Context: an optimization exercise on an open-source flow, tuned for small area. The choices shown serve that exercise and are no tape-out recipe.
Only simulation tests tie the RTL to the original design; equivalence was not proved.
Power figures rest on the tool's default switching activity, not on a simulated workload.

<file path="design.v">
module cpu32_core (
    input  wire        clk,
    input  wire        rst,
    output wire        mem_valid,
    output wire        mem_we,
    output wire [9:0]  mem_addr,
    output wire [31:0] mem_wdata,
    input  wire        mem_ready,
    input  wire [31:0] mem_rdata,
    output wire        io_valid,
    output wire [1:0]  io_op,
    output wire [31:0] io_wdata,
    input  wire        io_ready,
    input  wire [1:0]  io_rkind,
    input  wire [31:0] io_rdata,
    output wire        retire,
    output wire [2:0]  status,
    output wire [31:0] reg_a,
    output wire [31:0] reg_b,
    output wire [31:0] reg_c,
    output wire [31:0] reg_d,
    output wire [31:0] ip,
    output wire [6:0]  stk_size
);
    localparam [2:0] ST_OK       = 3'd0;
    localparam [2:0] ST_HALTED   = 3'd1;
    localparam [2:0] ST_ILL_INSN = 3'd2;
    localparam [2:0] ST_ILL_OPND = 3'd3;
    localparam [2:0] ST_BAD_ADDR = 3'd4;
    localparam [2:0] ST_BAD_STK  = 3'd5;
    localparam [2:0] ST_DIV_ZERO = 3'd6;
    localparam [2:0] ST_IO_ERR   = 3'd7;
    localparam [4:0] OP_NOP = 5'd0,  OP_HALT = 5'd1,  OP_ADD  = 5'd2,  OP_SUB  = 5'd3;
    localparam [4:0] OP_MUL = 5'd4,  OP_DIV  = 5'd5,  OP_INC  = 5'd6,  OP_DEC  = 5'd7;
    localparam [4:0] OP_LOOP = 5'd8, OP_MOVR = 5'd9,  OP_LOAD = 5'd10, OP_STORE = 5'd11;
    localparam [4:0] OP_IN  = 5'd12, OP_GET  = 5'd13, OP_OUT  = 5'd14, OP_PUT  = 5'd15;
    localparam [4:0] OP_SWAP = 5'd16, OP_PUSH = 5'd17, OP_POP = 5'd18;
    localparam [4:0] S_RST   = 5'd0;    
    localparam [4:0] S_FETCH = 5'd1;    
    localparam [4:0] S_OPC   = 5'd2;    
    localparam [4:0] S_RD1   = 5'd3;    
    localparam [4:0] S_OP1   = 5'd4;    
    localparam [4:0] S_RD2   = 5'd5;    
    localparam [4:0] S_OP2   = 5'd6;    
    localparam [4:0] S_EXEC  = 5'd7;    
    localparam [4:0] S_MUL   = 5'd8;    
    localparam [4:0] S_DIVN  = 5'd9;    
    localparam [4:0] S_DIV   = 5'd10;   
    localparam [4:0] S_DIVF  = 5'd11;   
    localparam [4:0] S_SW2   = 5'd12;   
    localparam [4:0] S_SW3   = 5'd13;   
    localparam [4:0] S_FRAME = 5'd14;   
    localparam [4:0] S_MEMRD = 5'd15;   
    localparam [4:0] S_MEMDT = 5'd16;   
    localparam [4:0] S_MEMWR = 5'd17;   
    localparam [4:0] S_IO    = 5'd18;   
    localparam [4:0] S_EOI   = 5'd19;   
    localparam [4:0] S_FIN   = 5'd20;   
    localparam [4:0] S_DONE  = 5'd21;   
    localparam [4:0] S_STOP  = 5'd22;   
    localparam [4:0] S_DIVT  = 5'd23;   
    localparam [4:0] S_DIVQ  = 5'd24;   
    reg [31:0] ra, rb, rc, rd;
    reg [31:0] t;
    reg [9:0]  ipl;
    reg [2:0]  st;
    reg [6:0]  size;
    reg [4:0]  state;
    reg [4:0]  opc;
    reg [1:0]  r1;
    reg [4:0]  cnt;
    reg        flag;          
    assign status   = st;
    assign reg_a    = ra;
    assign reg_b    = rb;
    assign reg_c    = rc;
    assign reg_d    = rd;
    assign ip       = {t[31:10], ipl};
    assign stk_size = size;
    assign retire   = (state == S_DONE);
    wire op_w1 = (opc == OP_NOP) || (opc == OP_HALT);
    wire op_w3 = (opc == OP_MOVR) || (opc == OP_LOAD) || (opc == OP_STORE) || (opc == OP_SWAP);
    wire [1:0] width = op_w1 ? 2'd1 : op_w3 ? 2'd3 : 2'd2;
    wire op_input = (opc == OP_IN) || (opc == OP_GET);
    reg        ren;          
    reg  [1:0] rsel;         
    reg        xs_a, xs_t, xs_tsh, xs_mem, xs_io, xs_ones;
    reg        yinv, cin;
    reg  [1:0] wdst;         
    reg        we;           
    reg        we_all;       
    reg        t_we;         
    reg        x0_a;         
    reg        p_sel_t, p_sel_ip;
    reg  [1:0] q_off;
    reg        q_size, m_cin;
    reg mv, mwe, iov;
    wire [3:0] rhot = {4{ren}} & {rsel == 2'd3, rsel == 2'd2, rsel == 2'd1, rsel == 2'd0};
    wire [31:0] v1 = (ra & {32{rhot[0]}}) | (rb & {32{rhot[1]}}) |
                     (rc & {32{rhot[2]}}) | (rd & {32{rhot[3]}});
    wire v1_hi_zero = (v1[31:8] == 24'd0);
    wire v1_zero    = v1_hi_zero && (v1[7:0] == 8'd0);
    wire xs_io_hi = xs_io && (opc != OP_GET);
    wire [31:0] xin = (ra & {32{xs_a}}) | (t & {32{xs_t}}) |
                      ({t[30:0], x0_a & ra[31]} & {32{xs_tsh}}) |
                      (mem_rdata & {32{xs_mem}}) |
                      ({io_rdata[31:8] & {24{xs_io_hi}}, io_rdata[7:0] & {8{xs_io}}}) |
                      {32{xs_ones}};
    wire [31:0] yin = v1 ^ {32{yinv}};
    wire [32:0] sum33 = {xin[31], xin} + {yin[31], yin} + {32'd0, cin};
    wire [31:0] s = sum33[31:0];
    wire [9:0]  p_in = p_sel_ip ? ipl : p_sel_t ? {4'd0, t[5:0]} : 10'd0;
    wire [9:0]  q_in = q_size ? {3'b111, ~size} : {8'd0, q_off};
    wire [10:0] madd = {1'b0, p_in} + {1'b0, q_in} + {10'd0, m_cin};
    assign mem_addr  = madd[9:0];
    assign mem_wdata = v1;
    assign io_wdata  = v1;
    assign io_op     = opc[1:0];
    assign mem_valid = mv;
    assign mem_we    = mwe;
    assign io_valid  = iov;
    wire a_bit = ra[~cnt];
    wire opc_ok = (mem_rdata[31:5] == 27'd0) && (mem_rdata[4:0] <= 5'd18);
    wire opnd_ok = (mem_rdata[31:2] == 30'd0);
    wire ip_bad = (t[31:10] != 22'd0) || (ipl[9:6] == 4'hF);
    always @* begin
        ren = 1'b1; rsel = r1;
        xs_a = 1'b0; xs_t = 1'b0; xs_tsh = 1'b0; xs_mem = 1'b0; xs_io = 1'b0; xs_ones = 1'b0;
        yinv = 1'b0; cin = 1'b0;
        wdst = r1; we = 1'b0; we_all = 1'b0; t_we = 1'b0;
        x0_a = 1'b0;
        p_sel_t = 1'b0; p_sel_ip = 1'b1; q_off = 2'd0; q_size = 1'b0; m_cin = 1'b0;
        mv = 1'b0; mwe = 1'b0; iov = 1'b0;
        case (state)
            S_RST: begin
                ren = 1'b0; we_all = 1'b1; t_we = 1'b1;
            end
            S_FETCH: begin
                mv = 1'b1;
            end
            S_RD1: begin
                mv = 1'b1; q_off = 2'd1; rsel = 2'd2;
            end
            S_RD2: begin
                mv = 1'b1; q_off = 2'd2;
            end
            S_OP1: begin
                ren = 1'b0; xs_mem = 1'b1;
                t_we = (opc == OP_LOOP) && flag;
            end
            S_OP2: begin
                case (opc)
                    OP_MOVR: begin
                        ren = 1'b0; xs_mem = 1'b1; we = 1'b1;
                    end
                    OP_SWAP: begin
                        t_we = 1'b1;
                    end
                    default: begin   
                        rsel = 2'd3; xs_mem = 1'b1; t_we = 1'b1;
                    end
                endcase
            end
            S_EXEC: begin
                case (opc)
                    OP_ADD: begin
                        xs_a = 1'b1; wdst = 2'd0; we = 1'b1;
                    end
                    OP_SUB: begin
                        xs_a = 1'b1; yinv = 1'b1; cin = 1'b1; wdst = 2'd0; we = 1'b1;
                    end
                    OP_INC: begin
                        cin = 1'b1; we = 1'b1;
                    end
                    OP_DEC: begin
                        xs_ones = 1'b1; we = 1'b1;
                    end
                    OP_MUL: begin   
                        ren = 1'b0; t_we = 1'b1;
                    end
                    default: ;
                endcase
            end
            S_MUL: begin
                ren = a_bit; xs_tsh = 1'b1; t_we = 1'b1;
                wdst = 2'd0; we = (cnt == 5'd31);
            end
            S_DIVT: begin
                ren = 1'b0; cin = (r1 == 2'd0);
                wdst = 2'd0; we = (r1 == 2'd0); t_we = 1'b1;
            end
            S_DIVN: begin
                rsel = 2'd0; yinv = ra[31]; cin = ra[31];
                wdst = 2'd0; we = 1'b1;
            end
            S_DIV: begin
                xs_tsh = 1'b1; x0_a = 1'b1;
                yinv = ~t[31] ^ v1[31]; cin = ~t[31] ^ v1[31];
                t_we = 1'b1;
            end
            S_DIVQ: begin
                xs_a = 1'b1; rsel = 2'd0; cin = ~t[31];
                wdst = 2'd0; we = 1'b1;
            end
            S_DIVF: begin
                rsel = 2'd0; yinv = flag; cin = flag;
                wdst = 2'd0; we = 1'b1;
            end
            S_SW2: begin
                rsel = cnt[1:0]; we = 1'b1;
            end
            S_SW3: begin
                ren = 1'b0; xs_t = 1'b1; wdst = cnt[1:0]; we = 1'b1;
            end
            S_FRAME: begin
                p_sel_ip = 1'b0; p_sel_t = 1'b1; q_size = 1'b1; m_cin = 1'b1;
            end
            S_MEMRD: begin
                mv = 1'b1;
                p_sel_ip = 1'b0; p_sel_t = (opc == OP_LOAD); q_size = 1'b1; m_cin = 1'b1;
            end
            S_MEMDT: begin
                ren = 1'b0; xs_mem = 1'b1; we = 1'b1;
            end
            S_MEMWR: begin
                mv = 1'b1; mwe = 1'b1;
                p_sel_ip = 1'b0; p_sel_t = (opc == OP_STORE); q_size = 1'b1;
                m_cin = (opc != OP_PUSH);
                ren = (opc != OP_POP);
            end
            S_IO: begin
                iov = 1'b1;
                if (op_input) begin
                    ren = 1'b0;
                    if (io_rkind == 2'd1) begin
                        wdst = 2'd2;
                    end else begin
                        xs_io = 1'b1;
                    end
                    we = io_ready && !((opc == OP_IN) && (io_rkind == 2'd2));
                end
            end
            S_EOI: begin
                ren = 1'b0; yinv = 1'b1; we = 1'b1;
            end
            S_FIN: begin
                ren = 1'b0; q_off = width; t_we = 1'b1;
            end
            default: ;
        endcase
    end
    always @(posedge clk) begin
        if (we_all || (we && wdst == 2'd0)) ra <= s;
        if (we_all || (we && wdst == 2'd1)) rb <= s;
        if (we_all || (we && wdst == 2'd2)) rc <= s;
        if (we_all || (we && wdst == 2'd3)) rd <= s;
        if (t_we) t <= s;
    end
    always @(posedge clk) begin
        if (rst) begin
            state <= S_RST;
        end else begin
            case (state)
                S_RST: begin
                    ipl   <= 10'd0;
                    size  <= 7'd0;
                    st    <= ST_OK;
                    state <= S_FETCH;
                end
                S_FETCH: begin
                    if (ip_bad) begin
                        st    <= ST_BAD_ADDR;
                        state <= S_DONE;
                    end else if (mem_ready) begin
                        state <= S_OPC;
                    end
                end
                S_OPC: begin
                    opc <= mem_rdata[4:0];
                    if (!opc_ok) begin
                        st    <= ST_ILL_INSN;
                        state <= S_FIN;
                    end else if (mem_rdata[4:0] == OP_NOP) begin
                        state <= S_FIN;
                    end else if (mem_rdata[4:0] == OP_HALT) begin
                        st    <= ST_HALTED;
                        state <= S_FIN;
                    end else begin
                        state <= S_RD1;
                    end
                end
                S_RD1: begin
                    flag <= !v1_zero;
                    if (mem_ready) state <= S_OP1;
                end
                S_RD2: if (mem_ready) state <= S_OP2;
                S_OP1: begin
                    r1 <= mem_rdata[1:0];
                    if (opc == OP_LOOP) begin
                        if (flag) begin
                            ipl   <= s[9:0];
                            state <= S_DONE;
                        end else begin
                            state <= S_FIN;
                        end
                    end else if (!opnd_ok) begin
                        st    <= ST_ILL_OPND;
                        state <= S_FIN;
                    end else begin
                        state <= op_w3 ? S_RD2 : S_EXEC;
                    end
                end
                S_OP2: begin
                    cnt[1:0] <= mem_rdata[1:0];
                    flag     <= sum33[32];
                    case (opc)
                        OP_MOVR: state <= S_FIN;
                        OP_SWAP: begin
                            if (!opnd_ok) begin
                                st    <= ST_ILL_OPND;
                                state <= S_FIN;
                            end else begin
                                state <= S_SW2;
                            end
                        end
                        default: state <= S_FRAME;
                    endcase
                end
                S_EXEC: begin
                    cnt  <= 5'd0;
                    flag <= ra[31] ^ v1[31];
                    case (opc)
                        OP_MUL: state <= S_MUL;
                        OP_DIV: begin
                            if (v1_zero) begin
                                st    <= ST_DIV_ZERO;
                                state <= S_FIN;
                            end else begin
                                state <= S_DIVT;
                            end
                        end
                        OP_IN, OP_GET, OP_OUT: state <= S_IO;
                        OP_PUT: begin
                            if (!v1_hi_zero) begin
                                st    <= ST_ILL_OPND;
                                state <= S_FIN;
                            end else begin
                                state <= S_IO;
                            end
                        end
                        OP_PUSH: begin
                            if (size[6]) begin
                                st    <= ST_BAD_STK;
                                state <= S_FIN;
                            end else begin
                                state <= S_MEMWR;
                            end
                        end
                        OP_POP: begin
                            if (size == 7'd0) begin
                                st    <= ST_BAD_STK;
                                state <= S_FIN;
                            end else begin
                                state <= S_MEMRD;
                            end
                        end
                        default: state <= S_FIN;    
                    endcase
                end
                S_MUL: begin
                    cnt <= cnt + 5'd1;
                    if (cnt == 5'd31) state <= S_FIN;
                end
                S_DIVT: state <= (r1 == 2'd0) ? S_FIN : S_DIVN;
                S_DIVN: state <= S_DIV;
                S_DIV: state <= S_DIVQ;
                S_DIVQ: begin
                    cnt <= cnt + 5'd1;
                    state <= (cnt == 5'd31) ? S_DIVF : S_DIV;
                end
                S_DIVF: state <= S_FIN;
                S_SW2:  state <= S_SW3;
                S_SW3:  state <= S_FIN;
                S_FRAME: begin
                    if (flag || (t[31:6] != 26'd0) || madd[10]) begin
                        st    <= ST_BAD_STK;
                        state <= S_FIN;
                    end else begin
                        state <= (opc == OP_LOAD) ? S_MEMRD : S_MEMWR;
                    end
                end
                S_MEMRD: if (mem_ready) state <= S_MEMDT;
                S_MEMDT: state <= (opc == OP_POP) ? S_MEMWR : S_FIN;
                S_MEMWR: begin
                    if (mem_ready) begin
                        if (opc == OP_PUSH) size <= size + 7'd1;
                        if (opc == OP_POP)  size <= size - 7'd1;
                        state <= S_FIN;
                    end
                end
                S_IO: begin
                    if (io_ready) begin
                        if ((opc == OP_IN) && (io_rkind == 2'd2)) begin
                            st    <= ST_IO_ERR;
                            state <= S_FIN;
                        end else if (op_input && (io_rkind == 2'd1)) begin
                            state <= S_EOI;
                        end else begin
                            state <= S_FIN;
                        end
                    end
                end
                S_EOI: state <= S_FIN;
                S_FIN: begin
                    if (st[2:1] == 2'b00) ipl <= madd[9:0];
                    state <= S_DONE;
                end
                S_DONE: state <= (st == ST_OK) ? S_FETCH : S_STOP;
                default: state <= S_STOP;
            endcase
        end
    end
endmodule
</file>
<file path="flow/run.sh">
#!/bin/bash
# The standard layout (standard.sh, unchanged synthesis and steps), with
# - the port buffers made of the smallest buffer (buf_1) instead of clkdlybuf4s50_1
# - clock tree synthesis without dummy loads, from clkbuf_8 cells
set -o pipefail
export BUFFER_PORTS_ARGS="-buffer_cell sky130_fd_sc_hd__buf_1"
export CTS_ARGS="-sink_clustering_enable -repair_clock_nets -dont_use_dummy_load -buf_list sky130_fd_sc_hd__clkbuf_8"
bash standard.sh > standard.log 2>&1
</file>
<file path="standard.sh">
#!/bin/bash
# synth_recipe.tcl (not shown) runs the flow's synth.tcl, then flattens the netlist and writes it again
# the make line also repeats each setting of config.mk as NAME=value (left out here)
make -C /OpenROAD-flow-scripts/flow DESIGN_CONFIG=/design/flow/config.mk WORK_HOME=/design/flow/orfs CLKGATE_MAP_FILE= SYNTH_SCRIPT=/design/flow/synth_recipe.tcl "${@:-finish}"
</file>
<file path="config.mk">
export PLATFORM = sky130hd
export DESIGN_NAME = cpu32_core
export DESIGN_NICKNAME = cpu32_core
export VERILOG_FILES = /design/flow/design.v
export SDC_FILE = /design/flow/constraint.sdc
export NUM_CORES = 4
export LEC_CHECK = 0
export CAP_MARGIN = 20
export CORE_MARGIN = 2
export CORE_UTILIZATION = 40
export SLEW_MARGIN = 20
</file>
<file path="constraint.sdc">
create_clock -name core_clock -period 10.0 [get_ports {clk}]
set_input_delay 2.0000 -clock core_clock [delete_from_list [all_inputs] [get_ports {clk}]]
set_output_delay 2.0000 -clock core_clock [all_outputs]
set_load 0.01 [all_outputs]
</file>
==> results of run 1 <==
[kinds of logic after synthesis]
family	count (synthesis)	synth area share, %
adder cells (fa/ha/maj)	48	4.75
flip-flops	198	43.9
multiplexers	52	4.97
AO/OA/AOI/OAI	353	19.1
AND/OR/NAND/NOR	446	15.7
buffers and inverters	156	6.46
XOR/XNOR	78	5.09
[routing by layer]
metal	part of all wire, %	GRT usage (%)
met1	39	39.6
met2	48	51.4
met5	0.023	0
met3	9.4	6.59
met4	3.3	11.9
[worst max-delay path: cells and delay by family (launching register included)]
family                   cells  cell delay [ps]
AND/OR/NAND/NOR              3              520
AO/OA/AOI/OAI               12             3570
adder cells (fa/ha/maj)      2              670
XOR/XNOR                     3              540
multiplexers                 3             1350
flip-flops                   1              990
buffers and inverters        2              510
[worst max path at each step]
stage	endpoint	slack, ps	cells past startpoint
after CTS	rc[30]$_DFFE_PP_	1610	25
after global placement	rb[30]$_DFFE_PP_	1830	25
after floorplan	ra[30]$_DFFE_PP_	3530	26
after detailed placement	rc[30]$_DFFE_PP_	1650	25
final	rc[30]$_DFFE_PP_	1610	25
after global routing	rc[30]$_DFFE_PP_	1080	25
[per-stage QoR]
step	hold slack [ps]	instances	power [mW]
global route	736	2010	5.64
global placement	674	1993	4.91
detailed placement	679	1993	4.94
CTS	692	2010	5.36
floorplan	616	1331	3.81
finish	698	2010	5.40
[sequential cells by signal, summed over array words and instances (netlist names)]
| register | count |
|---|---|
| rc | 32 |
| rb | 32 |
| cnt | 5 |
| ra | 32 |
| rd | 32 |
| size | 7 |
| ipl | 10 |
| flag | 1 |
| state | 5 |
| opc | 5 |
| t | 32 |
| st | 3 |
| r1 | 2 |
[layout make-up]
class / instances / area (µm²)
Tap cell: 448 / 561
Clock buffer: 17 / 234
Timing Repair Buffer: 350 / 1430
Sequential cell: 198 / 5900
Inverter: 20 / 75.1
Fill cell: 3340 / 18300
Multi-Input combinational cell: 977 / 6750
[report_power, final]
| group | switching, mW | total [mW] | internal, mW |
|---|---|---|---|
| logic | 2.04 | 2.93 | 0.881 |
| clock network | 0.269 | 0.420 | 0.151 |
| registers | 0.388 | 2.05 | 1.66 |
| total | 2.70 | 5.40 | 2.69 |
[synthesized netlist by cell type (all sizes together), types with 19 or more instances]
cell,number,area [µm²]
nor2b,25,156
clkbuf,51,191
buf,85,602
nand4,20,125
nand2,158,593
mux2i,25,250
nor4,21,150
nand3,30,150
a221o,29,290
o21ai,50,250
a221oi,30,269
inv,19,71.3
xnor2,62,543
nor3,26,130
edfxtp,193,5800
nor2,108,405
a21oi,83,415
ha,43,538
==> summary.txt, run 1 <==
CTS tree: yes
Most used DFF post-synth: edfxtp_1
Setup crit end kind: flip-flop
Antenna violations before repair: 2
Crit path from: cnt[0]$_DFFE_PP_
Syn nets: 1,449
Cell Rows: 67
Clock root buffer: clkbuf_8
TNS Setup: 0 ps
R2R depth: 25
Synth cell types: 80
ANT nets after route: 0
Yosys warnings: 1
Post-synth EDFFs: 193
Outcome: finished clean
Gr usage total: 30.9%
Wirelength per Cell: 27.6 µm
Crit path time final: 8390 ps
Fmax: 119 MHz
Vias per cell: 6.30
Hold Path Class: reg2reg
Clock buffer depth: 2
Maximum VDD drop: 0.181 mV
Routed vias: 12,700
Mapped Cells: 1,331
Ports: 320
Pin count of the biggest net entering global routing: 48
Commonest cells after routing, fill and taps aside: 319 x buf_1, 193 x edfxtp_1, 158 x nand2_1, 107 x nor2_1, 83 x a21oi_1
Hold EP: size[0]$_SDFFCE_PN0P_
Die Span Y: 187 µm
Routed wire length: 55,500 µm
Dpl ws: 1650 ps
Skew-Pair Late Insertion Delay: 520 ps
Initial core utilization: 40.4%
Hold-fix buffers at CTS: 0
Pins Over Slew Limit: 0
Rel. slew slack: 25.1%
Most common cell after layout, fill and taps aside: buf_1
CP arrival: 8670 ps
Gpl congestion: 0.984
Die width: 187 µm
Clk_skew: 31.7 ps
Overflow after GRT: 0
Slowest cell on crit path: edfxtp_1
First-pass GRT wire length: 80,600 µm
Worst Setup Start Kind: flip-flop
Unrepaired setup endpoints after global routing: false
Vias in the first global route: 12,200
Clk sinks: 198
Placement Cell Area: 0.0147 mm²
Worst EP required: 10,280 ps
Pwr/cell area: 361 mW/mm²
Synthesized area: 0.0134 mm²
Worst reg2reg setup slack: 1610 ps
Hold Path Cell Cnt: 1
IO buf count: 319
Setup-failing EPs final: 0
MaxCap Viol Count: 0
Final period utilization: 83.9%
Worst-path clk slew: 100 ps
Post-route cell area: 0.0149 mm²
Initial DRT Pass Iterations: 6
Sequential area share after synthesis: 43.9%
CTS Buf Count: 17
Post-CTS setup buffers: 0
Critical Path Most Common Cell: a21oi_1
DRT iter0 DRCs: 1,472
Hold_sp: size[0]$_SDFFCE_PN0P_
RR Endpoint: rc[30]$_DFFE_PP_
Core Util, Final: 44.9%
CTS H-tree depth: 4
P_leak: 5.45 nW
Layout cells sized above 1: 6.53%
CP max FO: 35
Critical Path Max Stage Delay: 990 ps
Area Growth Syn to Fin: 11.2%
Endpoints failing hold: 0
Synthesized flop and latch total: 198
Syn Area/Cell: 10.1 µm²
Nets@finish: 1,682
HPWL after detailed placement: 41,900 µm
Ant diodes: 0
Asr flop ratio synth: 0%
Core ar.: 0.0333 mm²
PnR worst setup slack: 1610 ps
Least-Margin Pin Slew: 1120 ps
Die area: 0.0351 mm²
WS Path Type: reg2reg
Origin of the critical flop-to-flop path: cnt[0]$_DFFE_PP_
DRC: 0
Post-cts resize count: 0
==> run 2: changes to the inputs <==
--- a/design.v
+++ b/design.v
@@ -58,7 +58,6 @@
     localparam [4:0] S_FIN   = 5'd20;   
     localparam [4:0] S_DONE  = 5'd21;   
     localparam [4:0] S_STOP  = 5'd22;   
-    localparam [4:0] S_DIVT  = 5'd23;   
     localparam [4:0] S_DIVQ  = 5'd24;   
     reg [31:0] ra, rb, rc, rd;
     reg [31:0] t;
@@ -145,8 +144,8 @@
                 mv = 1'b1; q_off = 2'd2;
             end
             S_OP1: begin
-                ren = 1'b0; xs_mem = 1'b1;
-                t_we = (opc == OP_LOOP) && flag;
+                ren = 1'b0; xs_mem = (opc == OP_LOOP);
+                t_we = (opc != OP_LOOP) || flag;
             end
             S_OP2: begin
                 case (opc)
@@ -175,9 +174,6 @@
                     OP_DEC: begin
                         xs_ones = 1'b1; we = 1'b1;
                     end
-                    OP_MUL: begin   
-                        ren = 1'b0; t_we = 1'b1;
-                    end
                     default: ;
                 endcase
             end
@@ -185,12 +181,9 @@
                 ren = a_bit; xs_tsh = 1'b1; t_we = 1'b1;
                 wdst = 2'd0; we = (cnt == 5'd31);
             end
-            S_DIVT: begin
-                ren = 1'b0; cin = (r1 == 2'd0);
-                wdst = 2'd0; we = (r1 == 2'd0); t_we = 1'b1;
-            end
             S_DIVN: begin
-                rsel = 2'd0; yinv = ra[31]; cin = ra[31];
+                rsel = 2'd0; ren = (r1 != 2'd0);
+                yinv = ra[31] && (r1 != 2'd0); cin = ra[31] || (r1 == 2'd0);
                 wdst = 2'd0; we = 1'b1;
             end
             S_DIV: begin
@@ -336,7 +329,7 @@
                                 st    <= ST_DIV_ZERO;
                                 state <= S_FIN;
                             end else begin
-                                state <= S_DIVT;
+                                state <= S_DIVN;
                             end
                         end
                         OP_IN, OP_GET, OP_OUT: state <= S_IO;
@@ -371,8 +364,7 @@
                     cnt <= cnt + 5'd1;
                     if (cnt == 5'd31) state <= S_FIN;
                 end
-                S_DIVT: state <= (r1 == 2'd0) ? S_FIN : S_DIVN;
-                S_DIVN: state <= S_DIV;
+                S_DIVN: state <= (r1 == 2'd0) ? S_FIN : S_DIV;
                 S_DIV: state <= S_DIVQ;
                 S_DIVQ: begin
                     cnt <= cnt + 5'd1;
==> run 2 against run 1 <==
  * Die area grew 1.3%
  * Register-to-register slack gained 780 ps
  * Final cell count grew 2.5%
  * Still clean on timing, DRC and antenna
  * Area after synthesis grew 1.3%
  * Global-route usage shrank 0.91 points
  * Clock-buffer cell count is the same
  * Critical path depth shrank 3
==> summary.txt, run 2 <==
Wirelength per Cell: 26.4 µm
Clock root buffer: clkbuf_8
Switching share of power: 50.1%
IO buf count: 319
Asr flop ratio synth: 0%
Part of the power in registers: 40.7%
ANT nets after route: 0
Hold-fix buffers at CTS: 0
Pwr/cell area: 342 mW/mm²
Most frequent cells after synthesis: 193 x edfxtp_1, 173 x nand2_1, 90 x nor2_1
Routed vias: 12,700
Post-cts resize count: 0
Outcome: finished clean
Maximum VDD drop: 0.203 mV
CP Buf/Inv Count: 3
CP max FO: 37
Clk_skew: 38.5 ps
Syn nets: 1,496
Hold Path Class: reg2reg
Ant diodes: 0
TNS Setup: 0 ps
Vias per cell: 6.15
Top cell type's share of synthesized area: 42.6%
Crit path time final: 7610 ps
Skew-Pair Late Insertion Delay: 500 ps
Yosys warnings: 1
Vias in the first global route: 12,100
Slowest cell on crit path: dfxtp_1
Setup-failing EPs final: 0
Endpoints failing hold: 0
Sequential area share after synthesis: 43.3%
Post-synth EDFFs: 193
Die width: 188 µm
Critical Path, Cell by Cell: inv_1 > nor2_1 > nand2_1 > o22ai_1 > nor4_1 > o31ai_4 > buf_4 > nand2b_1 > xor2_1 > a21oi_4 > buf_4 > xnor2_1 > fa_1 > nor2b_1 > o21ai_0 > a21boi_0 > o21ai_0 > a31oi_1 > a221o_1 > a41oi_1 > o21ai_0 > xor2_1
Top-count cell post-synth: edfxtp_1
Least-Margin Pin Slew: 1160 ps
Worst Setup Start Kind: flip-flop
Unrepaired setup endpoints after global routing: false
Worst-path clk slew: 90 ps
Top Metal Used: met4
Placement Cell Area: 0.0149 mm²
MaxCap Viol Count: 0
Nets@finish: 1,732
Die Span Y: 188 µm
Syn Area/Cell: 9.88 µm²
CTS tree: yes
Fmax: 131 MHz
Rel. slew slack: 21.5%
Sw Pwr: 2.59 mW
Initial core utilization: 40.6%
Setup crit end kind: flip-flop
Critical Path Most Common Cell: o21ai_0
CP delay by family, top: compound AO/OA/AOI/OAI gates
Pin count of the biggest net entering global routing: 62
Routed wire length: 54,400 µm
Die area: 0.0355 mm²
CP arrival: 7890 ps
CTS H-tree depth: 4
Antenna violations before repair: 0
Post-CTS setup buffers: 0
First-pass GRT wire length: 79,200 µm
DRC: 0
Internal power: 2.59 mW
Post-route cell area: 0.0152 mm²
Clock buffer depth: 2
Wire length on met1: 22,300 µm
HPWL after detailed placement: 41,000 µm
P_leak: 5.74 nW
Overflow after GRT: 0
Area Growth Syn to Fin: 11.4%
Pins Over Slew Limit: 0
Final period utilization: 76.1%
Ports: 320
Combinational Power Share: 51.3%
Gr usage total: 30.0%
Synth cell types: 73
Most used DFF post-synth: edfxtp_1
Core ar.: 0.0335 mm²
Initial DRT Pass Iterations: 6
Worst EP required: 10,270 ps
Area leader, netlist: edfxtp_1
Cell Rows: 67
DR WL met2: 25,400 µm
Area contributors post-synth: edfxtp_1 43%, mux2i_1 4.8%, nand2_1 4.8%
CTS Buf Count: 17
DRT iter0 DRCs: 1,574
Mapped Cells: 1,378
Layout cells sized above 1: 4.96%
Synthesized area: 0.0136 mm²
WS Path Type: reg2reg
Clk sinks: 198
Synthesized flop and latch total: 198
Critical Path Max Stage Delay: 960 ps
Commonest cells after routing, fill and taps aside: 319 x buf_1, 193 x edfxtp_1, 171 x nand2_1, 88 x nor2_1, 67 x a21oi_1
Gpl congestion: 0.973
Most common cell after layout, fill and taps aside: buf_1
Metal3 WL: 4890 µm
Clock power frac: 8.0%
-- run 2: cell families after synthesis --
family / share of synthesized area [%]
AO/OA/AOI/OAI: 16.7
XOR/XNOR: 5.08
adder cells (fa/ha/maj): 4.69
buffers and inverters: 6.35
flip-flops: 43.3
multiplexers: 6.68
AND/OR/NAND/NOR: 17.1
-- run 2: metal layers --
layer  vias up  global-route usage [%]
met5         -                       0
met4         0                    10.7
met3       112                    6.87
met2       701                    48.7
met1      6224                    39.4
li1       5624                       -
-- run 2: power groups by stage --
stage / combinational (mW) / clock (mW) / sequential [mW]
6_report: 2.65 / 0.416 / 2.11
5_1_grt: 2.83 / 0.449 / 2.14
4_1_cts: 2.62 / 0.421 / 2.09
3_5_place_dp: 2.61 / 0 / 2.11
3_3_place_gp: 2.58 / 0 / 2.11
2_1_floorplan: 1.59 / 0 / 2.04
-- run 2: metrics by stage --
stage | hold slack, ps | utilization, % | setup WS (ps) | instances | power, mW
after floorplan | 644 | - | 4080 | 1378 | 3.63
after global placement | 688 | 44.4 | 2760 | 2042 | 4.69
after detailed placement | 674 | 44.5 | 2560 | 2043 | 4.72
after CTS | 688 | 45.2 | 2520 | 2060 | 5.13
after global routing | 737 | 45.2 | 1700 | 2060 | 5.42
final | 689 | 45.2 | 2390 | 2060 | 5.18
-- run 2: path summary, 6_finish.rpt --
kind	from	endpoint	slack (ps)	cells past startpoint
worst max register to register	state[0]$_SDFFE_PP0P_	rc[30]$_DFFE_PP_	2390	22
worst min register to register	size[0]$_SDFFCE_PN0P_	size[0]$_SDFFCE_PN0P_	690	1
worst min-delay path	size[0]$_SDFFCE_PN0P_	size[0]$_SDFFCE_PN0P_	690	1
worst max-delay path	state[0]$_SDFFE_PP0P_	rc[30]$_DFFE_PP_	2390	22
-- run 2: area by class of cell --
type	instances	area [µm²]
sequential	198	5900
timing repair buffer	344	1400
inverter	34	128
fill	3377	18400
clock buffer	17	234
tap	448	561
multi-input combinational	1019	6940
==> run 3: changes to the inputs <==
--- a/design.v
+++ b/design.v
@@ -48,7 +48,7 @@
     localparam [4:0] S_DIV   = 5'd10;   
     localparam [4:0] S_DIVF  = 5'd11;   
     localparam [4:0] S_SW2   = 5'd12;   
-    localparam [4:0] S_SW3   = 5'd13;   
+    localparam [4:0] S_SWR   = 5'd13;   
     localparam [4:0] S_FRAME = 5'd14;   
     localparam [4:0] S_MEMRD = 5'd15;   
     localparam [4:0] S_MEMDT = 5'd16;   
@@ -59,6 +59,7 @@
     localparam [4:0] S_DONE  = 5'd21;   
     localparam [4:0] S_STOP  = 5'd22;   
     localparam [4:0] S_DIVQ  = 5'd24;   
+    localparam [4:0] S_DEC2  = 5'd23;   
     reg [31:0] ra, rb, rc, rd;
     reg [31:0] t;
     reg [9:0]  ipl;
@@ -83,13 +84,14 @@
     wire op_input = (opc == OP_IN) || (opc == OP_GET);
     reg        ren;          
     reg  [1:0] rsel;         
-    reg        xs_a, xs_t, xs_tsh, xs_mem, xs_io, xs_ones;
+    reg        xs_a, xs_tsh, xs_mem, xs_io;
     reg        yinv, cin;
     reg  [1:0] wdst;         
     reg        we;           
     reg        we_all;       
     reg        t_we;         
     reg        x0_a;         
+    reg        x0_t;         
     reg        p_sel_t, p_sel_ip;
     reg  [1:0] q_off;
     reg        q_size, m_cin;
@@ -100,11 +102,10 @@
     wire v1_hi_zero = (v1[31:8] == 24'd0);
     wire v1_zero    = v1_hi_zero && (v1[7:0] == 8'd0);
     wire xs_io_hi = xs_io && (opc != OP_GET);
-    wire [31:0] xin = (ra & {32{xs_a}}) | (t & {32{xs_t}}) |
-                      ({t[30:0], x0_a & ra[31]} & {32{xs_tsh}}) |
+    wire [31:0] xin = (ra & {32{xs_a}}) |
+                      ({t[30:0], (x0_a & ra[31]) | (x0_t & t[31])} & {32{xs_tsh}}) |
                       (mem_rdata & {32{xs_mem}}) |
-                      ({io_rdata[31:8] & {24{xs_io_hi}}, io_rdata[7:0] & {8{xs_io}}}) |
-                      {32{xs_ones}};
+                      ({io_rdata[31:8] & {24{xs_io_hi}}, io_rdata[7:0] & {8{xs_io}}});
     wire [31:0] yin = v1 ^ {32{yinv}};
     wire [32:0] sum33 = {xin[31], xin} + {yin[31], yin} + {32'd0, cin};
     wire [31:0] s = sum33[31:0];
@@ -118,16 +119,17 @@
     assign mem_valid = mv;
     assign mem_we    = mwe;
     assign io_valid  = iov;
+    wire [4:0] cnt_inc = cnt + 5'd1;
     wire a_bit = ra[~cnt];
     wire opc_ok = (mem_rdata[31:5] == 27'd0) && (mem_rdata[4:0] <= 5'd18);
     wire opnd_ok = (mem_rdata[31:2] == 30'd0);
     wire ip_bad = (t[31:10] != 22'd0) || (ipl[9:6] == 4'hF);
     always @* begin
         ren = 1'b1; rsel = r1;
-        xs_a = 1'b0; xs_t = 1'b0; xs_tsh = 1'b0; xs_mem = 1'b0; xs_io = 1'b0; xs_ones = 1'b0;
+        xs_a = 1'b0; xs_tsh = 1'b0; xs_mem = 1'b0; xs_io = 1'b0;
         yinv = 1'b0; cin = 1'b0;
         wdst = r1; we = 1'b0; we_all = 1'b0; t_we = 1'b0;
-        x0_a = 1'b0;
+        x0_a = 1'b0; x0_t = 1'b0;
         p_sel_t = 1'b0; p_sel_ip = 1'b1; q_off = 2'd0; q_size = 1'b0; m_cin = 1'b0;
         mv = 1'b0; mwe = 1'b0; iov = 1'b0;
         case (state)
@@ -171,12 +173,15 @@
                     OP_INC: begin
                         cin = 1'b1; we = 1'b1;
                     end
-                    OP_DEC: begin
-                        xs_ones = 1'b1; we = 1'b1;
+                    OP_DEC: begin    
+                        yinv = 1'b1; cin = 1'b1; we = 1'b1;
                     end
                     default: ;
                 endcase
             end
+            S_DEC2: begin
+                yinv = 1'b1; we = 1'b1;
+            end
             S_MUL: begin
                 ren = a_bit; xs_tsh = 1'b1; t_we = 1'b1;
                 wdst = 2'd0; we = (cnt == 5'd31);
@@ -202,8 +207,9 @@
             S_SW2: begin
                 rsel = cnt[1:0]; we = 1'b1;
             end
-            S_SW3: begin
-                ren = 1'b0; xs_t = 1'b1; wdst = cnt[1:0]; we = 1'b1;
+            S_SWR: begin
+                ren = 1'b0; xs_tsh = 1'b1; x0_t = 1'b1; t_we = 1'b1;
+                we = (cnt == 5'd31);
             end
             S_FRAME: begin
                 p_sel_ip = 1'b0; p_sel_t = 1'b1; q_size = 1'b1; m_cin = 1'b1;
@@ -357,22 +363,31 @@
                                 state <= S_MEMRD;
                             end
                         end
+                        OP_DEC:  state <= S_DEC2;
                         default: state <= S_FIN;    
                     endcase
                 end
+                S_DEC2: state <= S_FIN;
                 S_MUL: begin
-                    cnt <= cnt + 5'd1;
+                    cnt  <= cnt_inc;
                     if (cnt == 5'd31) state <= S_FIN;
                 end
                 S_DIVN: state <= (r1 == 2'd0) ? S_FIN : S_DIV;
                 S_DIV: state <= S_DIVQ;
                 S_DIVQ: begin
-                    cnt <= cnt + 5'd1;
+                    cnt <= cnt_inc;
                     state <= (cnt == 5'd31) ? S_DIVF : S_DIV;
                 end
                 S_DIVF: state <= S_FIN;
-                S_SW2:  state <= S_SW3;
-                S_SW3:  state <= S_FIN;
+                S_SW2: begin
+                    r1    <= cnt[1:0];
+                    cnt   <= 5'd0;
+                    state <= S_SWR;
+                end
+                S_SWR: begin
+                    cnt <= cnt_inc;
+                    if (cnt == 5'd31) state <= S_FIN;
+                end
                 S_FRAME: begin
                     if (flag || (t[31:6] != 26'd0) || madd[10]) begin
                         st    <= ST_BAD_STK;
==> run 3 against run 2 <==
  * Final cell count is 1.1% lower
  * Wire length is 0.26% lower
  * Setup slack worse by 540 ps
  * Power is 4.1% lower
  * Largest power group unchanged
==> summary.txt, run 3 <==
Outcome: finished clean
Top cell type's share of synthesized area: 42.9%
Wirelength per Cell: 26.7 µm
Area contributors post-synth: edfxtp_1 43%, ha_1 4.0%, nand2_1 3.6%
Core Util, Final: 45.0%
Clock root buffer: clkbuf_8
R2R depth: 23
Fmax: 123 MHz
Unrepaired setup endpoints after global routing: false
Post-route cell area: 0.0150 mm²
CP arrival: 8390 ps
Synth cell types: 87
CTS H-tree depth: 4
Routed wire length: 54,300 µm
HPWL after detailed placement: 41,800 µm
Worst EP required: 10,240 ps
Vias per cell: 6.24
MaxCap Viol Count: 0
Area Growth Syn to Fin: 11.2%
Setup-failing EPs final: 0
Post-synth EDFFs: 193
Commonest cells after routing, fill and taps aside: 319 x buf_1, 193 x edfxtp_1, 130 x nand2_1, 86 x nor2_1, 80 x a21oi_1
Hold_sp: cnt[4]$_SDFFCE_PN0P_
CP max FO: 32
Die Span Y: 188 µm
Most common cell after layout, fill and taps aside: buf_1
CTS tree: yes
Overflow after GRT: 0
Skew-Pair Late Insertion Delay: 510 ps
Initial core utilization: 40.5%
Pin count of the biggest net entering global routing: 46
Placed cell count: 2,019
Post-CTS setup buffers: 0
Most used DFF post-synth: edfxtp_1
Initial DRT Pass Iterations: 7
Origin of the critical flop-to-flop path: state[0]$_SDFFE_PP0P_
Gr usage total: 29.8%
Layout cells sized above 1: 6.11%
WS Path Type: reg2reg
Placement Cell Area: 0.0148 mm²
Clock buffer depth: 2
Total Power: 4.97 mW
Final period utilization: 81.6%
Core ar.: 0.0334 mm²
Filler Cell Count: 3,337
Worst Setup Start Kind: flip-flop
Cell Rows: 67
IO buf count: 319
Hold-fix buffers at CTS: 0
CTS Buf Count: 17
Rel. slew slack: 24.0%
P_leak: 5.80 nW
First-pass GRT wire length: 77,600 µm
ANT nets after route: 0
Reg area: 0.00590 mm²
Hold Path Cell Cnt: 2
Worst reg2reg setup slack: 1840 ps
Clk_skew: 33.5 ps
Largest family of logic cells by synthesized area: compound AO/OA/AOI/OAI gates
Least-Margin Pin Slew: 1130 ps
Sequential area share after synthesis: 43.7%
Crit path time final: 8160 ps
Worst-path clk slew: 80 ps
Die width: 188 µm
Hold Path Class: reg2reg
Mux contribution to synthesized area: 1.80%
TNS Setup: 0 ps
Most frequent cells after synthesis: 193 x edfxtp_1, 130 x nand2_1, 88 x nor2_1
XOR/XNOR Fraction of Synth Area: 4.93%
Endpoints failing hold: 0
Vias in the first global route: 11,700
Mapped Cells: 1,359
DRT iter0 DRCs: 1,488
Nets@finish: 1,708
DRC: 0
Maximum VDD drop: 0.183 mV
Asr flop ratio synth: 0%
Antenna violations before repair: 1
Simple-Gate Fraction of Synth Area: 17.9%
Syn nets: 1,477
Yosys warnings: 1
Compound-Gate Fraction of Synth Area: 20.5%
Area leader, netlist: edfxtp_1
Die area: 0.0352 mm²
Routed vias: 12,700
Non-Filler Instances: 2,037
Clk sinks: 198
Pwr/cell area: 331 mW/mm²
Pins Over Slew Limit: 0
Hold EP: cnt[4]$_SDFFCE_PN0P_
Setup crit end kind: flip-flop
Adder-cell share of the synthesized area: 4.73%
Gpl congestion: 1.01
Post-cts resize count: 0
Synthesized area: 0.0135 mm²
Top-count cell post-synth: edfxtp_1
Ports: 320
RR Endpoint: rc[30]$_DFFE_PP_
Syn Area/Cell: 9.93 µm²
Synthesized flop and latch total: 198
Multi-input gate area: 0.00682 mm²
[run 3: cell type report]
| type | count | share of cell area (%) |
|---|---|---|
| clock buffers | 17 | 1.56 |
| well taps | 448 | 3.74 |
| diodes | 1 | 0.0167 |
| flip-flops and latches | 198 | 39.3 |
| inverters | 23 | 0.575 |
| multi-input cells | 1003 | 45.4 |
| repair buffers | 347 | 9.38 |
[run 3: per-layer routing]
| metal | wire length, µm | up-vias | global-route usage, % |
|---|---|---|---|
| met2 | 25100 | 778 | 47.2 |
| li1 | - | 5650 | - |
| met3 | 4970 | 89 | 5.67 |
| met5 | 0 | - | 0 |
| met1 | 22700 | 6189 | 41.1 |
| met4 | 1570 | 0 | 10.3 |
[run 3: worst max-delay path, cell delays in order (launching register included)]
cell	delay (ps)
dfxtp_1	320
buf_4	240
nor2b_1	830
o311ai_4	340
a2bb2oi_4	320
and3_1	300
a211oi_1	330
or3_1	280
xnor2_1	150
o21ai_4	570
buf_4	430
xor2_1	120
ha_1	390
a21o_1	200
nor3_1	60
a211oi_1	570
a41oi_1	260
or4b_2	740
o211a_1	250
nor3_1	310
a31o_2	260
a21o_1	130
a21oi_1	70
xnor2_1	390
[run 3: stage by stage]
| stage | hold slack [ps] | worst slack (ps) |
|---|---|---|
| global placement | 711 | 2230 |
| detailed placement | 711 | 2040 |
| CTS | 737 | 2030 |
| global route | 769 | 1350 |
| floorplan | 640 | 3410 |
| finish | 735 | 1840 |
[run 3: logic make-up (layout without fill, tap and decap cells)]
group / count (synthesis) / count (layout)
xor+xnor: 76 / 76
other cells: 0 / 1
buf+inv: 158 / 387
simple gates: 475 / 475
compound gates: 388 / 388
flops: 198 / 198
fa+ha+maj: 48 / 48
mux: 16 / 16
[run 3: worst max-delay path by stage]
stage | startpoint | to | depth (start not counted)
2_1_floorplan | io_rkind[0] | ra[30]$_DFFE_PP_ | 18
3_3_place_gp | state[0]$_SDFFE_PP0P_ | rc[30]$_DFFE_PP_ | 23
3_5_place_dp | state[0]$_SDFFE_PP0P_ | rb[30]$_DFFE_PP_ | 23
4_1_cts | state[0]$_SDFFE_PP0P_ | t[30]$_DFFE_PP_ | 23
5_1_grt | state[2]$_SDFFE_PP0P_ | t[30]$_DFFE_PP_ | 23
6_report | state[0]$_SDFFE_PP0P_ | rc[30]$_DFFE_PP_ | 23
[run 3: power breakdown]
| part | internal [mW] | switching, mW |
|---|---|---|
| Sequential | 1.60 | 0.406 |
| Clock | 0.151 | 0.267 |
| Combinational | 0.754 | 1.79 |
| Total | 2.50 | 2.47 |
==> run 4: changes to the inputs <==
--- a/config.mk
+++ b/config.mk
@@ -5,6 +5,7 @@
 export SDC_FILE = /design/flow/constraint.sdc
 export NUM_CORES = 4
 export LEC_CHECK = 0
+export ABC_AREA = 1
 export CAP_MARGIN = 20
 export CORE_MARGIN = 2
 export CORE_UTILIZATION = 40
==> run 4 against run 3 <==
  * Clock-buffer cell count did not move
  * Sequential share of layout area rose by 0.38 points
  * Critical path depth rose by 7
  * Area after synthesis fell by 1.2%
  * First-iteration DRC count fell by 5.2%
  * Critical endpoint is now ra[29]$_DFFE_PP_
==> summary.txt, run 4 <==
Total Power: 6.30 mW
Core Util, Final: 45.4%
DRT iter0 DRCs: 1,411
CTS H-tree depth: 4
Clock buffer depth: 2
Die area: 0.0348 mm²
Vias per cell: 5.71
Post-synth EDFFs: 193
Skew-Pair Late Insertion Delay: 510 ps
Post-cts resize count: 0
Routed wire length: 53,500 µm
Antenna violations before repair: 0
Ant diodes: 0
CTS tree: yes
Worst-path clk slew: 80 ps
CP max FO: 47
Fmax: 130 MHz
Final period utilization: 77.1%
Pins Over Slew Limit: 0
Hold-fix buffers at CTS: 0
Synth cell types: 56
Routed vias: 13,000
Setup-failing EPs final: 0
Maximum VDD drop: 0.207 mV
Synthesized flop and latch total: 198
Nets@finish: 1,949
Slowest cell on crit path: edfxtp_1
HPWL after detailed placement: 41,800 µm
Initial DRT Pass Iterations: 8
Die Span Y: 187 µm
Area leader, netlist: edfxtp_1
IO buf count: 319
Asr flop ratio synth: 0%
Area contributors post-synth: edfxtp_1 43%, nand2_1 9.0%, nand3_1 6.3%
Clk_skew: 39.8 ps
Hold Path Class: reg2reg
Critical Path Most Common Cell: nand2_1
Top cell type's share of synthesized area: 43.5%
Synthesized area: 0.0133 mm²
P_leak: 6.34 nW
Area Growth Syn to Fin: 11.4%
Pin count of the biggest net entering global routing: 67
Unrepaired setup endpoints after global routing: false
Worst EP required: 10,220 ps
Top Metal Used: met4
Least-Margin Pin Slew: 1040 ps
Die width: 187 µm
Dpl ws: 2410 ps
WS Path Type: reg2reg
Clk sinks: 198
Clock root buffer: clkbuf_8
Initial core utilization: 40.8%
Syn nets: 1,692
Syn Area/Cell: 8.47 µm²
Critical Path Max Stage Delay: 880 ps
Overflow after GRT: 0
Endpoints failing hold: 0
Cell Rows: 66
Placement Cell Area: 0.0146 mm²
Pwr/cell area: 424 mW/mm²
CP arrival: 7930 ps
First-pass GRT wire length: 78,600 µm
Wirelength per Cell: 23.6 µm
Hold Path Cell Cnt: 2
Wire length on met1: 21,400 µm
Rel. slew slack: 29.9%
DR WL met2: 25,700 µm
TNS Setup: 0 ps
Worst Setup Start Kind: flip-flop
Mapped Cells: 1,574
Outcome: finished clean
Most used DFF post-synth: edfxtp_1
Gr usage total: 30.0%
Sequential area share after synthesis: 44.2%
Post-CTS setup buffers: 0
R2R depth: 30
Setup crit end kind: flip-flop
PnR worst setup slack: 2290 ps
MaxCap Viol Count: 0
ANT nets after route: 0
Yosys warnings: 1
Vias in the first global route: 12,500
Ports: 320
Gpl congestion: 0.954
CTS Buf Count: 17
Core ar.: 0.0327 mm²
Top-count cell post-synth: nand2_1
Metal3 WL: 4730 µm
Post-route cell area: 0.0149 mm²
DRC: 0
Commonest cells after routing, fill and taps aside: 319 x nand2_1, 319 x buf_1, 193 x edfxtp_1, 178 x inv_1, 166 x nand3_1
Crit path time final: 7710 ps
Most frequent cells after synthesis: 319 x nand2_1, 193 x edfxtp_1, 178 x inv_1
Layout cells sized above 1: 5.41%
-- run 4: stage by stage --
| step | hold WS, ps | cells |
|---|---|---|
| 2_1_floorplan | 553 | 1574 |
| 3_3_place_gp | 588 | 2251 |
| 3_5_place_dp | 610 | 2253 |
| 4_1_cts | 619 | 2270 |
| 5_1_grt | 646 | 2271 |
| 6_report | 620 | 2271 |
-- run 4: final cells by class --
class / count / area [µm²]
Fill cell: 3392 / 17800
Clock buffer: 17 / 234
Timing Repair Buffer: 340 / 1400
Sequential cell: 198 / 5900
Multi-Input combinational cell: 1083 / 6060
Inverter: 191 / 722
Tap cell: 442 / 553
-- run 4: path summary, 6_finish.rpt --
path,from,to,slack (ps)
min,state[0]$_SDFFE_PP0P_,state[0]$_SDFFE_PP0P_,620
min reg2reg,state[0]$_SDFFE_PP0P_,state[0]$_SDFFE_PP0P_,620
max reg2reg,cnt[0]$_DFFE_PP_,ra[29]$_DFFE_PP_,2290
max,cnt[0]$_DFFE_PP_,ra[29]$_DFFE_PP_,2290
-- run 4: per-layer routing --
| layer | vias up | global-route usage [%] |
|---|---|---|
| met1 | 6266 | 38.8 |
| met4 | 0 | 10.6 |
| met3 | 102 | 5.62 |
| met2 | 750 | 50.6 |
| met5 | - | 0 |
| li1 | 5843 | - |
-- run 4: logic make-up (layout without fill, tap and decap cells) --
logic type	after synthesis	after routing	synth area share, %
xor+xnor	71	71	4.66
compound gates	225	225	10.6
flops	198	198	44.2
fa+ha+maj	48	48	4.78
buf+inv	293	548	10.8
simple gates	739	739	25.0
-- run 4: worst max-delay path: cells and delay by family, from the launching register on --
kind                     cells  cell delay (ps)
AO/OA/AOI/OAI               10             2560
XOR/XNOR                     2              650
adder cells (fa/ha/maj)      1              360
buffers and inverters        2              740
flip-flops                   1              880
AND/OR/NAND/NOR             15             2220
-- run 4: where the power goes --
group	total, mW	internal, mW	leakage [nW]	switching, mW
combinational	3.74	0.977	4.29	2.76
clock	0.408	0.151	0.122	0.258
sequential	2.15	1.77	1.92	0.380
==> run 5: changes to the inputs <==
--- a/config.mk
+++ b/config.mk
@@ -6,7 +6,7 @@
 export NUM_CORES = 4
 export LEC_CHECK = 0
 export ABC_AREA = 1
-export CAP_MARGIN = 20
+export CAP_MARGIN = 5
 export CORE_MARGIN = 2
 export CORE_UTILIZATION = 40
-export SLEW_MARGIN = 20
+export SLEW_MARGIN = 5
==> run 5 against run 4 <==
  * Sequential power hardly changed
  * Setup slack gained 45 ps
  * Area after synthesis unchanged
  * Largest cell class unchanged
  * Synthesized cell count is the same
  * Clock skew grew 4.6 ps
  * Critical path depth rose by 2
  * Highest routed layer unchanged
  * Still clean on timing, DRC and antenna
  * Core utilization down 0.19 points
  * Power fell by 0.78%
==> summary.txt, run 5 <==
Clk sinks: 198
Initial core utilization: 40.8%
Vias per cell: 5.70
TNS Setup: 0 ps
XOR/XNOR Fraction of Synth Area: 4.66%
Maximum VDD drop: 0.204 mV
CTS tree: yes
Clock root buffer: clkbuf_8
Sequential area share after synthesis: 44.2%
Setup crit end kind: flip-flop
Core Util, Final: 45.3%
IO buf count: 319
Setup-failing EPs final: 0
Asr flop ratio synth: 0%
Filler Cell Count: 3,375
Simple-Gate Fraction of Synth Area: 25.0%
Gr usage total: 30.0%
Top-count cell post-synth: nand2_1
DRC: 0
CP max FO: 66
Initial DRT Pass Iterations: 5
Final period utilization: 76.6%
Area contributors post-synth: edfxtp_1 43%, nand2_1 9.0%, nand3_1 6.3%
P_leak: 6.31 nW
Die area: 0.0348 mm²
Overflow after GRT: 0
ANT nets after route: 0
Clk_skew: 44.4 ps
Adder-cell share of the synthesized area: 4.78%
HPWL after detailed placement: 41,600 µm
Post-cts resize count: 0
Mux contribution to synthesized area: 0%
Pins Over Slew Limit: 0
Endpoints failing hold: 0
Die width: 187 µm
Unrepaired setup endpoints after global routing: false
Least-Margin Pin Slew: 1230 ps
Mapped Cells: 1,574
CP delay by family, top: compound AO/OA/AOI/OAI gates
CTS Buf Count: 17
First-pass GRT wire length: 78,400 µm
WS Path Type: reg2reg
Critical Path Most Common Cell: nand2_1
Ports: 320
Gpl congestion: 0.954
MaxCap Viol Count: 0
Syn nets: 1,692
Hold WS: 601 ps
Clock buffer depth: 2
CTS H-tree depth: 4
Compound-Gate Fraction of Synth Area: 10.6%
Routed vias: 12,900
Die Span Y: 187 µm
Layout cells sized above 1: 5.26%
Wirelength per Cell: 23.5 µm
Vias in the first global route: 12,500
Yosys warnings: 1
Routed wire length: 53,400 µm
Pin count of the biggest net entering global routing: 67
Synthesized area: 0.0133 mm²
Synthesized flop and latch total: 198
Pwr/cell area: 422 mW/mm²
PnR worst setup slack: 2340 ps
Cell Rows: 66
Most frequent cells after synthesis: 319 x nand2_1, 193 x edfxtp_1, 178 x inv_1
Outcome: finished clean
Commonest cells after routing, fill and taps aside: 319 x nand2_1, 319 x buf_1, 193 x edfxtp_1, 178 x inv_1, 166 x nand3_1
Post-synth EDFFs: 193
Top cell type's share of synthesized area: 43.5%
Syn Area/Cell: 8.47 µm²
Fmax: 131 MHz
Synth cell types: 56
CP Buf/Inv Count: 5
CP arrival: 7900 ps
Rel. slew slack: 17.8%
Critical Path Max Stage Delay: 870 ps
Largest family of logic cells by synthesized area: simple AND/OR/NAND/NOR gates
Post-CTS setup buffers: 0
Worst-path clk slew: 100 ps
Slowest cell on crit path: edfxtp_1
Worst EP required: 10,240 ps
Nets@finish: 1,946
Most used DFF post-synth: edfxtp_1
DRT iter0 DRCs: 1,187
Skew-Pair Late Insertion Delay: 500 ps
Area leader, netlist: edfxtp_1
Crit path time final: 7660 ps
Hold-fix buffers at CTS: 0
Dpl ws: 2440 ps
Ant diodes: 0
Worst Setup Start Kind: flip-flop
Antenna violations before repair: 0
Area Growth Syn to Fin: 11.0%
Core ar.: 0.0327 mm²
Hold Path Class: reg2reg
-- run 5: cell counts after synthesis --
Identical to the previous run, type by type.
-- run 5: area by class of cell --
| type | count | area (µm²) | share of cell area (%) |
|---|---|---|---|
| clock buffer | 17 | 234 | 1.58 |
| inverter | 191 | 722 | 4.88 |
| multi-input combinational | 1083 | 6060 | 41.0 |
| sequential | 198 | 5900 | 39.8 |
| tap | 442 | 553 | 3.74 |
| timing repair buffer | 337 | 1330 | 9.00 |
-- run 5: logic make-up after synthesis --
| group | count (synthesis) |
|---|---|
| AOI/OAI and AO/OA | 225 |
| xor gates and xnor gates | 71 |
| adders and majority gates | 48 |
| buffers and inverters | 293 |
| DFF | 198 |
| and+or+nand+nor | 739 |
-- run 5: final timing paths --
| path | cells after the start | end | slack, ps | from |
|---|---|---|---|---|
| worst max register to register | 32 | ra[26]$_DFFE_PP_ | 2340 | cnt[0]$_DFFE_PP_ |
| worst min-delay path | 2 | state[0]$_SDFFE_PP0P_ | 600 | state[0]$_SDFFE_PP0P_ |
| worst max-delay path | 32 | ra[26]$_DFFE_PP_ | 2340 | cnt[0]$_DFFE_PP_ |
| worst min register to register | 2 | state[0]$_SDFFE_PP0P_ | 600 | state[0]$_SDFFE_PP0P_ |
-- run 5: metrics by stage --
step	area [µm²]	power, mW	instances
2_1_floorplan	13300	4.49	1574
3_3_place_gp	14600	5.78	2251
3_5_place_dp	14600	5.78	2251
4_1_cts	14800	6.20	2268
5_1_grt	14800	6.59	2268
6_report	14800	6.25	2268
-- run 5: report_power, final --
part	switching, mW	internal [mW]	total, mW
sequential	0.375	1.78	2.15
clock	0.261	0.151	0.412
combinational	2.75	0.932	3.68
-- run 5: worst min-delay path, stage by stage, from the launching register on --
cell     delay [ps]
dfxtp_1         390
nand2_1         100
a21oi_1          60
-- run 5: metal layers --
metal  up-vias  part of all wire, %  routed length (µm)  GRT usage (%)
met2       695                   48               25800           50.9
met4         0                  3.2                1730           10.1
met1      6292                   41               21900           38.5
li1       5844                    -                   -              -
met5         -                    0                   0              0
met3       104                  7.5                4020           5.38
==> run 6: changes to the inputs <==
--- a/config.mk
+++ b/config.mk
@@ -6,7 +6,7 @@
 export NUM_CORES = 4
 export LEC_CHECK = 0
 export ABC_AREA = 1
-export CAP_MARGIN = 5
+export CAP_MARGIN = 0
 export CORE_MARGIN = 2
 export CORE_UTILIZATION = 40
-export SLEW_MARGIN = 5
+export SLEW_MARGIN = 0
==> run 6 against run 5 <==
  * Still clean on timing, DRC and antenna
  * Clock skew stayed put
  * Non-clock buffer count stayed put
  * Cell area stayed put
  * Wire length stayed put
  * Critical path type unchanged
  * Critical endpoint unchanged
==> summary.txt, run 6 <==
Top-count cell post-synth: nand2_1
ANT nets after route: 0
Critical Path Most Common Cell: nand2_1
HPWL after detailed placement: 41,600 µm
Die area: 0.0348 mm²
Initial DRT Pass Iterations: 5
Initial core utilization: 40.8%
Ant diodes: 0
Unrepaired setup endpoints after global routing: false
Vias in the first global route: 12,500
Area contributors post-synth: edfxtp_1 43%, nand2_1 9.0%, nand3_1 6.3%
Reg area: 0.00590 mm²
R2R depth: 32
First-pass GRT wire length: 78,400 µm
Skew-Pair Late Insertion Delay: 500 ps
Dpl ws: 2440 ps
Syn nets: 1,692
Setup crit end kind: flip-flop
Routed vias: 12,900
Antenna violations before repair: 0
Crit path time final: 7660 ps
Overflow after GRT: 0
Rel. slew slack: 17.8%
Wirelength per Cell: 23.5 µm
Yosys warnings: 1
CTS Buf Count: 17
Filler Cell Count: 3,375
Worst reg2reg setup slack: 2340 ps
Clock root buffer: clkbuf_8
Most used DFF post-synth: edfxtp_1
Post-cts resize count: 0
Area Growth Syn to Fin: 11.0%
Gpl congestion: 0.954
Synthesized flop and latch total: 198
Endpoints failing hold: 0
Hold Path Cell Cnt: 2
Least-Margin Pin Slew: 1230 ps
Post-synth EDFFs: 193
Vias per cell: 5.70
Core ar.: 0.0327 mm²
Core Util, Final: 45.3%
Synth cell types: 56
Routed wire length: 53,400 µm
Syn Area/Cell: 8.47 µm²
CP arrival: 7900 ps
Synthesized area: 0.0133 mm²
IO buf count: 319
Sequential area share after synthesis: 44.2%
Maximum VDD drop: 0.204 mV
Most frequent cells after synthesis: 319 x nand2_1, 193 x edfxtp_1, 178 x inv_1
Hold Path Class: reg2reg
Ports: 320
Worst-path clk slew: 100 ps
DRT iter0 DRCs: 1,187
Die width: 187 µm
Final period utilization: 76.6%
P_leak: 6.31 nW
Multi-input gate area: 0.00606 mm²
Outcome: finished clean
Nets@finish: 1,946
Clk_skew: 44.4 ps
DRC: 0
CP max FO: 66
WS Path Type: reg2reg
MaxCap Viol Count: 0
Fmax: 131 MHz
Gr usage total: 30.0%
Die Span Y: 187 µm
Worst Setup Start Kind: flip-flop
Placement Cell Area: 0.0146 mm²
Post-CTS setup buffers: 0
PnR worst setup slack: 2340 ps
Layout cells sized above 1: 5.26%
Clock buffer depth: 2
CTS tree: yes
Top cell type's share of synthesized area: 43.5%
Pins Over Slew Limit: 0
Critical Path Max Stage Delay: 870 ps
Hold-fix buffers at CTS: 0
Worst EP required: 10,240 ps
Setup-failing EPs final: 0
Mapped Cells: 1,574
Pin count of the biggest net entering global routing: 67
Area leader, netlist: edfxtp_1
Cell Rows: 66
Post-route cell area: 0.0148 mm²
CTS H-tree depth: 4
Asr flop ratio synth: 0%
Commonest cells after routing, fill and taps aside: 319 x nand2_1, 319 x buf_1, 193 x edfxtp_1, 178 x inv_1, 166 x nand3_1
Clk sinks: 198
Pwr/cell area: 422 mW/mm²
Slowest cell on crit path: edfxtp_1
TNS Setup: 0 ps
-- run 6: final cells by class --
type / instances / share of cell area, %
clock buffer: 17 / 1.58
timing repair buffer: 337 / 9.00
inverter: 191 / 4.88
multi-input combinational: 1083 / 41.0
sequential: 198 / 39.8
tap: 442 / 3.74
-- run 6: report_power, final --
| part | internal (mW) | switching, mW |
|---|---|---|
| Clock | 0.151 | 0.261 |
| Sequential | 1.78 | 0.375 |
| Combinational | 0.932 | 2.75 |
| Total | 2.86 | 3.39 |
-- run 6: worst paths after layout --
kind | start | end
worst max-delay path | cnt[0]$_DFFE_PP_ | ra[26]$_DFFE_PP_
worst min-delay path | state[0]$_SDFFE_PP0P_ | state[0]$_SDFFE_PP0P_
worst max register to register | cnt[0]$_DFFE_PP_ | ra[26]$_DFFE_PP_
worst min register to register | state[0]$_SDFFE_PP0P_ | state[0]$_SDFFE_PP0P_
-- run 6: cells by family (layout without fill, tap and decap cells) --
logic type | Yosys count | in the layout | synth area share [%]
and+or+nand+nor | 739 | 739 | 25.0
buffers and inverters | 293 | 545 | 10.8
AOI/OAI and AO/OA | 225 | 225 | 10.6
DFF | 198 | 198 | 44.2
xor gates and xnor gates | 71 | 71 | 4.66
adders and majority gates | 48 | 48 | 4.78
-- run 6: per-stage QoR --
stage	instances	hold slack, ps	total power, mW
after floorplan	1574	553	4.49
final	2268	601	6.25
after global routing	2268	642	6.59
after global placement	2251	588	5.78
after CTS	2268	600	6.20
after detailed placement	2251	594	5.78
-- run 6: critical path: cells and delay by family, from the launching register on --
family | cells | cell delay, ps
AND/OR/NAND/NOR | 15 | 1560
buffers and inverters | 5 | 1470
XOR/XNOR | 2 | 600
flip-flops | 1 | 870
adder cells (fa/ha/maj) | 2 | 580
AO/OA/AOI/OAI | 8 | 2270
-- run 6: per-layer routing --
metal  track usage, %  share of wire, %
met5                0                 0
met4             10.1               3.2
met3             5.38               7.5
met2             50.9                48
met1             38.5                41

-- afterwards: timing with drivers on the ports --
The flow's constraints put no driver on any port. The routed layouts listed below were extracted and timed again, unchanged, in two steps.
Step 1 (the two cells are an assumption about what drives the block):
set clk [get_ports {clk}]
set_driving_cell -lib_cell sky130_fd_sc_hd__clkbuf_16 $clk
set_driving_cell -lib_cell sky130_fd_sc_hd__buf_2 [delete_from_list [all_inputs] $clk]
Step 2 times the ports against the registers' clock, not the clock port: input delays grow and output delays shrink by t, the midpoint of the rising clock arrivals with the driver on.
a / b / c = ideal / step 1 / step 2; a / b = the first two.
run | shift t [ns] | setup slack, ns | latest minus earliest clock arrival (ns)
run 1 | 0.556 | 1.610 / 1.610 / 1.610 | 0.032 / 0.031
run 2 | 0.531 | 2.387 / 2.387 / 2.387 | 0.039 / 0.038
run 3 | 0.542 | 1.844 / 1.844 / 1.844 | 0.033 / 0.033
run 4 | 0.542 | 2.294 / 2.294 / 2.294 | 0.040 / 0.040
run 5 | 0.533 | 2.339 / 2.339 / 2.339 | 0.044 / 0.044
run 6 | 0.533 | 2.339 / 2.339 / 2.339 | 0.044 / 0.044
After both steps setup and hold are still met in every run listed.
